From an optimization exercise on the open Yosys and OpenROAD flow, aimed at small area, a short achievable clock period and few clock cycles per item; shortcuts taken in it are not production practice. Only simulation tests tie the RTL to the original design; equivalence was not proved. Power figures rest on the tool's default switching activity, not on a simulated workload.

==> flow/design.v <==
module bitwriter_unit (
  input             clk,
  input             rst,
  input             cmd_valid,
  output            cmd_ready,
  input      [7:0]  cmd_op,
  input      [63:0] cmd_arg0,
  input      [31:0] cmd_arg1,
  output            m_valid,
  output     [7:0]  m_data,
  input             m_ready,
  input      [1:0]  m_resp,
  input      [63:0] m_pos,
  input      [63:0] m_len,
  input             m_seekable,
  output reg        m_close,
  output            l_valid,
  output     [7:0]  l_data,
  input             l_ready,
  input      [1:0]  l_resp,
  input      [63:0] l_pos,
  input      [63:0] l_len,
  input             l_seekable,
  output reg        l_close,
  output            rsp_valid,
  output     [3:0]  rsp_status,
  output     [63:0] rsp_res
);
  localparam ST_OK       = 4'd0;
  localparam ST_EOS      = 4'd1;
  localparam ST_INVALID  = 4'd3;
  localparam ST_ILLSTATE = 4'd4;
  localparam ST_IOERR    = 4'd6;
  localparam ST_ILLCMD   = 4'd7;
  localparam ST_NOTSUPP  = 4'd8;
  reg        att_m, att_l;
  reg [7:0]  buf_m, buf_l;
  reg [3:0]  cur_m, cur_l;
  reg        busy;
  reg        e_l;         
  reg        e_last;      
  reg        e_rep;       
  reg        e_x;         
  reg [7:0]  e_m;         
  reg [7:0]  e_r;         
  reg [63:0] e_dat;       
  reg [7:0]  e_head;      
  reg [3:0]  e_cur;       
  reg        e_first;     
  reg        e_flush;     
  reg        e_close;     
  reg        e_pm;        
  reg        r_valid;
  reg [3:0]  r_status;
  reg [3:0]  r_sel;       
  reg        r_inc;       
  reg [2:0]  r_cur;
  wire       e_rdy  = e_l ? l_ready : m_ready;
  wire [1:0] e_resp = e_l ? l_resp  : m_resp;
  wire [70:0] e_ext = {7'd0, e_dat};
  reg  [14:0] e_win;
  reg  [7:0]  e_byte;
  integer i;
  always @* begin
    e_win = 15'd0;
    for (i = 0; i < 8; i = i + 1)
      e_win = e_win | ({15{e_m[i]}} & e_ext[8*i +: 15]);
    e_byte = 8'd0;
    for (i = 0; i < 8; i = i + 1)
      e_byte = e_byte | ({8{e_r[i]}} & e_win[i +: 8]);
  end
  wire [7:0] e_keep = !e_first ? 8'hFF : (e_flush ? 8'h00 : (8'hFF >> e_cur));
  wire [7:0] e_hd   = e_first ? e_head : 8'h00;
  wire [7:0] x_byte = (e_byte & e_keep) | e_hd;
  wire e_go   = busy && !e_pm && e_rdy;
  wire e_fail = e_go && (e_resp != 2'd0);
  wire e_done = e_go && (e_resp == 2'd0) && e_last;
  assign m_valid = busy && !e_pm && !e_l;
  assign l_valid = busy && !e_pm && e_l;
  assign m_data  = x_byte;
  assign l_data  = {x_byte[0], x_byte[1], x_byte[2], x_byte[3],
                    x_byte[4], x_byte[5], x_byte[6], x_byte[7]};
  assign cmd_ready = !busy || (e_done && !e_close);
  wire   acc       = cmd_valid && cmd_ready;
  wire        u      = (cmd_op[7:4] == 4'h5);
  wire [3:0]  fn     = cmd_op[3:0];
  wire        op_ok  = ((cmd_op[7:4] == 4'h3) || u) && (fn <= 4'd8);
  wire        att    = u ? att_l : att_m;
  wire [7:0]  wbuf   = u ? buf_l : buf_m;
  wire [3:0]  wcur   = u ? cur_l : cur_m;
  wire        seek   = u ? l_seekable : m_seekable;
  wire        f_open  = (fn == 4'd0);
  wire        f_bit   = (fn == 4'd1);
  wire        f_b32   = (fn == 4'd2);
  wire        f_b64   = (fn == 4'd3);
  wire        f_rep   = (fn == 4'd4);
  wire        f_pos   = (fn == 4'd5) || (fn == 4'd6);
  wire        f_write = f_bit || f_b32 || f_b64 || f_rep;
  wire        f_fl    = (fn == 4'd7) || (fn == 4'd8);
  wire        neg     = cmd_arg1[31];
  wire        bad     = (f_b32 && (neg || (cmd_arg1[30:5] != 26'd0))) ||
                        (f_b64 && (neg || (cmd_arg1[30:6] != 25'd0))) ||
                        (f_rep && neg);
  wire        zero    = !f_bit && (cmd_arg1 == 32'd0);
  wire        rep     = f_bit || f_rep;
  wire        v       = cmd_arg0[0];
  wire [2:0]  nl      = f_bit ? 3'd1 : cmd_arg1[2:0];
  wire [27:0] nh      = f_bit ? 28'd0 : cmd_arg1[30:3];
  wire        nh0     = (nh[27:1] == 27'd0);
  reg  [3:0]  s;
  integer j;
  always @* begin
    s = 4'd0;
    for (j = 0; j < 8; j = j + 1)
      if (nl == j) s = (u ? {1'b0, cur_l[2:0]} : {1'b0, cur_m[2:0]}) + j;
  end
  wire [2:0]  r       = s[2:0];
  wire        k0      = !s[3] && nh0 && !nh[0];              
  wire        k1      = s[3] ? (nh0 && !nh[0]) : (nh0 && nh[0]);   
  wire        w_go    = op_ok && att && f_write && !bad && !zero && !wcur[3];
  wire        fl_go   = op_ok && att && f_fl;
  wire        p8_go   = op_ok && att && f_pos && seek && wcur[3];
  wire        emit    = (w_go && !k0) || (fl_go && (wcur != 4'd0));
  wire [7:0]  topr    = ~(8'hFF >> r);
  wire [7:0]  topc    = ~(8'hFF >> wcur[2:0]);
  reg  [7:0]  tbits;
  always @* begin
    case (r)
      3'd1: tbits = {cmd_arg0[0],   7'd0};
      3'd2: tbits = {cmd_arg0[1:0], 6'd0};
      3'd3: tbits = {cmd_arg0[2:0], 5'd0};
      3'd4: tbits = {cmd_arg0[3:0], 4'd0};
      3'd5: tbits = {cmd_arg0[4:0], 3'd0};
      3'd6: tbits = {cmd_arg0[5:0], 2'd0};
      3'd7: tbits = {cmd_arg0[6:0], 1'd0};
      default: tbits = 8'd0;
    endcase
    if (rep) tbits = {8{v}};
  end
  wire [7:0]  nbuf    = k0 ? (wbuf | (tbits & topr & ~topc)) : (tbits & topr);
  reg [3:0] st;
  always @* begin
    if (!op_ok)               st = ST_ILLCMD;
    else if (f_open)          st = ST_OK;
    else if (!att)            st = ST_ILLSTATE;
    else if (f_write) begin
      if (bad)                st = ST_INVALID;
      else if (zero)          st = ST_OK;
      else if (wcur[3])       st = ST_ILLSTATE;
      else                    st = ST_OK;
    end
    else if (f_pos && !seek)  st = ST_NOTSUPP;
    else                      st = ST_OK;
  end
  wire        e_res = e_fail || (e_done && !e_close);
  assign rsp_valid  = r_valid || e_res;
  assign rsp_status = e_res ? (e_fail ? (e_resp[1] ? ST_IOERR : ST_EOS) : ST_OK) : r_status;
  wire [60:0] rp    = ({61{r_sel[0]}} & m_pos[60:0]) | ({61{r_sel[1]}} & m_len[60:0]) |
                      ({61{r_sel[2]}} & l_pos[60:0]) | ({61{r_sel[3]}} & l_len[60:0]);
  reg  [60:0] r_flip;
  reg  [5:0]  rp_ones;
  integer q;
  always @* begin
    for (q = 0; q < 61; q = q + 1)
      r_flip[q] = r_inc && (q <= e_dat[5:0]);
    rp_ones = 6'd61;
    for (q = 60; q >= 0; q = q - 1)
      if (!rp[q]) rp_ones = q;
  end
  assign rsp_res    = {rp ^ r_flip, r_cur};
  wire [27:0] e_inc = e_dat[27:0] + 28'd1;
  always @(posedge clk) begin
    if (rst) begin
      att_m <= 1'b0; buf_m <= 8'd0; cur_m <= 4'd0;
      att_l <= 1'b0; buf_l <= 8'd0; cur_l <= 4'd0;
      busy    <= 1'b0;
      r_valid <= 1'b0;
      m_close <= 1'b0;
      l_close <= 1'b0;
    end else begin
      r_valid <= 1'b0;
      m_close <= 1'b0;
      l_close <= 1'b0;
      if (busy && e_pm) begin
        e_dat[5:0] <= rp_ones;
        r_inc    <= 1'b1;
        r_valid  <= 1'b1;
        r_status <= ST_OK;
        busy     <= 1'b0;
      end
      if (e_go) begin
        e_first <= 1'b0;
        if (e_rep) begin
          e_x <= 1'b0;
          if (!e_x) e_dat[27:0] <= e_inc[27:0];
          e_last <= e_x ? (e_dat[27:0] == 28'hFFFFFFE) : (e_dat[27:0] == 28'hFFFFFFD);
        end else begin
          e_m    <= {1'b0, e_m[7:1]};
          e_last <= e_m[1];
        end
        if (e_fail || e_last) busy <= 1'b0;
        if (e_fail) begin
          if (e_l) begin att_l <= 1'b1; buf_l <= x_byte; cur_l <= e_flush ? e_cur : 4'd8; end
          else     begin att_m <= 1'b1; buf_m <= x_byte; cur_m <= e_flush ? e_cur : 4'd8; end
        end else if (e_last && e_close) begin
          r_valid  <= 1'b1;
          r_status <= ST_OK;
          if (e_l) l_close <= 1'b1; else m_close <= 1'b1;
        end
      end
      if (cmd_ready) begin
        r_status <= st;
        r_sel    <= {u && fn[1], u && !fn[1], !u && fn[1], !u && !fn[1]};
        r_inc    <= 1'b0;
        r_cur    <= wcur[3] ? 3'd0 : wcur[2:0];
        e_pm     <= p8_go;
        e_l      <= u;
        e_rep    <= rep;
        e_x      <= s[3];
        e_m      <= fl_go ? 8'd1 : rep ? 8'b0100_0000 :
                    (s[3] ? (8'd1 << nh[2:0]) : ((8'd1 << nh[2:0]) >> 1));
        e_last   <= fl_go || k1;
        e_r      <= 8'd1 << r;
        e_dat    <= rep ? {{16{v}}, cmd_arg0[47:28], ~nh} : cmd_arg0;
        e_head   <= wbuf;
        e_cur    <= wcur;
        e_first  <= 1'b1;
        e_flush  <= fl_go;
        e_close  <= fn[3];
      end
      if (acc) begin
        r_valid  <= !emit && !p8_go;
        if (emit || p8_go) busy <= 1'b1;
        if (op_ok) begin
          if (f_open) begin
            if (u) begin att_l <= 1'b1; buf_l <= 8'd0; cur_l <= 4'd0; end
            else   begin att_m <= 1'b1; buf_m <= 8'd0; cur_m <= 4'd0; end
          end else if (w_go) begin
            if (u) begin buf_l <= nbuf; cur_l <= {1'b0, r}; end
            else   begin buf_m <= nbuf; cur_m <= {1'b0, r}; end
          end else if (fl_go) begin
            if (u) begin att_l <= 1'b0; buf_l <= 8'd0; cur_l <= 4'd0; end
            else   begin att_m <= 1'b0; buf_m <= 8'd0; cur_m <= 4'd0; end
            if (wcur == 4'd0 && fn[3]) begin
              if (u) l_close <= 1'b1; else m_close <= 1'b1;
            end
          end
        end
      end
    end
  end
endmodule
clock: 5.0 ns
lec_check: 0
cap_margin: 20
core_margin: 2
core_utilization: 40
setup_slack_margin: 1.5
slew_margin: 20
standard.sh (not shown) runs the stock make flow with config.mk's settings and CLKGATE_MAP_FILE= SYNTH_SCRIPT=/design/flow/synth_recipe.tcl, a recipe that flattens the netlist after the stock synthesis.
==> flow/flow/run.sh <==
#!/bin/bash
# Standard ORFS layout, with the port buffers made from buf_1 cells instead of the
# default choice; the full make output goes to standard.log.
set -euo pipefail
export BUFFER_PORTS_ARGS="-buffer_cell sky130_fd_sc_hd__buf_1"
bash standard.sh > standard.log 2>&1
The baseline finished clean.
Testbench counts at the start, summed over its fixed seeds: cycles 7,958, items 4,000.
Edit:
--- a/flow/design.v
+++ b/flow/design.v
@@ -49,12 +49,10 @@
   reg        e_first;     
   reg        e_flush;     
   reg        e_close;     
-  reg        e_pm;        
   reg        r_valid;
   reg [3:0]  r_status;
   reg [3:0]  r_sel;       
-  reg        r_inc;       
-  reg [2:0]  r_cur;
+  reg [3:0]  r_cur;
   wire       e_rdy  = e_l ? l_ready : m_ready;
   wire [1:0] e_resp = e_l ? l_resp  : m_resp;
   wire [70:0] e_ext = {7'd0, e_dat};
@@ -72,11 +70,11 @@
   wire [7:0] e_keep = !e_first ? 8'hFF : (e_flush ? 8'h00 : (8'hFF >> e_cur));
   wire [7:0] e_hd   = e_first ? e_head : 8'h00;
   wire [7:0] x_byte = (e_byte & e_keep) | e_hd;
-  wire e_go   = busy && !e_pm && e_rdy;
+  wire e_go   = busy && e_rdy;
   wire e_fail = e_go && (e_resp != 2'd0);
   wire e_done = e_go && (e_resp == 2'd0) && e_last;
-  assign m_valid = busy && !e_pm && !e_l;
-  assign l_valid = busy && !e_pm && e_l;
+  assign m_valid = busy && !e_l;
+  assign l_valid = busy && e_l;
   assign m_data  = x_byte;
   assign l_data  = {x_byte[0], x_byte[1], x_byte[2], x_byte[3],
                     x_byte[4], x_byte[5], x_byte[6], x_byte[7]};
@@ -119,7 +117,6 @@
   wire        k1      = s[3] ? (nh0 && !nh[0]) : (nh0 && nh[0]);   
   wire        w_go    = op_ok && att && f_write && !bad && !zero && !wcur[3];
   wire        fl_go   = op_ok && att && f_fl;
-  wire        p8_go   = op_ok && att && f_pos && seek && wcur[3];
   wire        emit    = (w_go && !k0) || (fl_go && (wcur != 4'd0));
   wire [7:0]  topr    = ~(8'hFF >> r);
   wire [7:0]  topc    = ~(8'hFF >> wcur[2:0]);
@@ -157,17 +154,7 @@
   assign rsp_status = e_res ? (e_fail ? (e_resp[1] ? ST_IOERR : ST_EOS) : ST_OK) : r_status;
   wire [60:0] rp    = ({61{r_sel[0]}} & m_pos[60:0]) | ({61{r_sel[1]}} & m_len[60:0]) |
                       ({61{r_sel[2]}} & l_pos[60:0]) | ({61{r_sel[3]}} & l_len[60:0]);
-  reg  [60:0] r_flip;
-  reg  [5:0]  rp_ones;
-  integer q;
-  always @* begin
-    for (q = 0; q < 61; q = q + 1)
-      r_flip[q] = r_inc && (q <= e_dat[5:0]);
-    rp_ones = 6'd61;
-    for (q = 60; q >= 0; q = q - 1)
-      if (!rp[q]) rp_ones = q;
-  end
-  assign rsp_res    = {rp ^ r_flip, r_cur};
+  assign rsp_res    = {rp + {60'd0, r_cur[3]}, r_cur[2:0]};
   wire [27:0] e_inc = e_dat[27:0] + 28'd1;
   always @(posedge clk) begin
     if (rst) begin
@@ -181,13 +168,6 @@
       r_valid <= 1'b0;
       m_close <= 1'b0;
       l_close <= 1'b0;
-      if (busy && e_pm) begin
-        e_dat[5:0] <= rp_ones;
-        r_inc    <= 1'b1;
-        r_valid  <= 1'b1;
-        r_status <= ST_OK;
-        busy     <= 1'b0;
-      end
       if (e_go) begin
         e_first <= 1'b0;
         if (e_rep) begin
@@ -211,9 +191,7 @@
       if (cmd_ready) begin
         r_status <= st;
         r_sel    <= {u && fn[1], u && !fn[1], !u && fn[1], !u && !fn[1]};
-        r_inc    <= 1'b0;
-        r_cur    <= wcur[3] ? 3'd0 : wcur[2:0];
-        e_pm     <= p8_go;
+        r_cur    <= wcur;
         e_l      <= u;
         e_rep    <= rep;
         e_x      <= s[3];
@@ -229,8 +207,8 @@
         e_close  <= fn[3];
       end
       if (acc) begin
-        r_valid  <= !emit && !p8_go;
-        if (emit || p8_go) busy <= 1'b1;
+        r_valid  <= !emit;
+        if (emit) busy <= 1'b1;
         if (op_ok) begin
           if (f_open) begin
             if (u) begin att_l <= 1'b1; buf_l <= 8'd0; cur_l <= 4'd0; end
Result: Total power grows slightly; global-route usage shrinks by 4.7 points; cell area rose by roughly a tenth; die area came out lower by a few percent; utilization grows by 7.0 points; routed wire length is lower by roughly a tenth; sequential share of layout area fell by 3.2 points; sequential power decreases by a few percent; cell count is lower slightly.
Testbench counts after the change, summed over its fixed seeds: cycles 7,958, items 4,000.

==> what the ideal ports hide <==
No port has a modelled driver above. Below, the same layouts with a new extraction and two added sets of constraints.
Step 1, drivers: a clkbuf_16 drives clk and a buf_2 each remaining input, both assumed.
Step 2 moves the port delays by t, midway between the first and last clock arrival at a register: inputs arrive t later, outputs are due t later. That takes back most of the time a late clock gives input paths.
Three values: ideal ports, drivers, drivers and shift; two values: the first two.
run | t, ns | setup WS [ns] | latest minus earliest clock arrival (ns) | worst data-port slew with drivers (ns) | pins driven straight from the clock port
the first run | 0.480 | 1.358 / 1.310 / 1.039 | 0.016 / 0.015 | 0.16 | 1
the second run | 0.479 | 0.714 / 0.677 / 0.470 | 0.011 / 0.011 | 0.14 | 1
After both steps setup and hold are still met in every run listed. The setup slack of the first run, which loses most, moves by -0.048 ns with the drivers and by -0.319 ns with both steps.
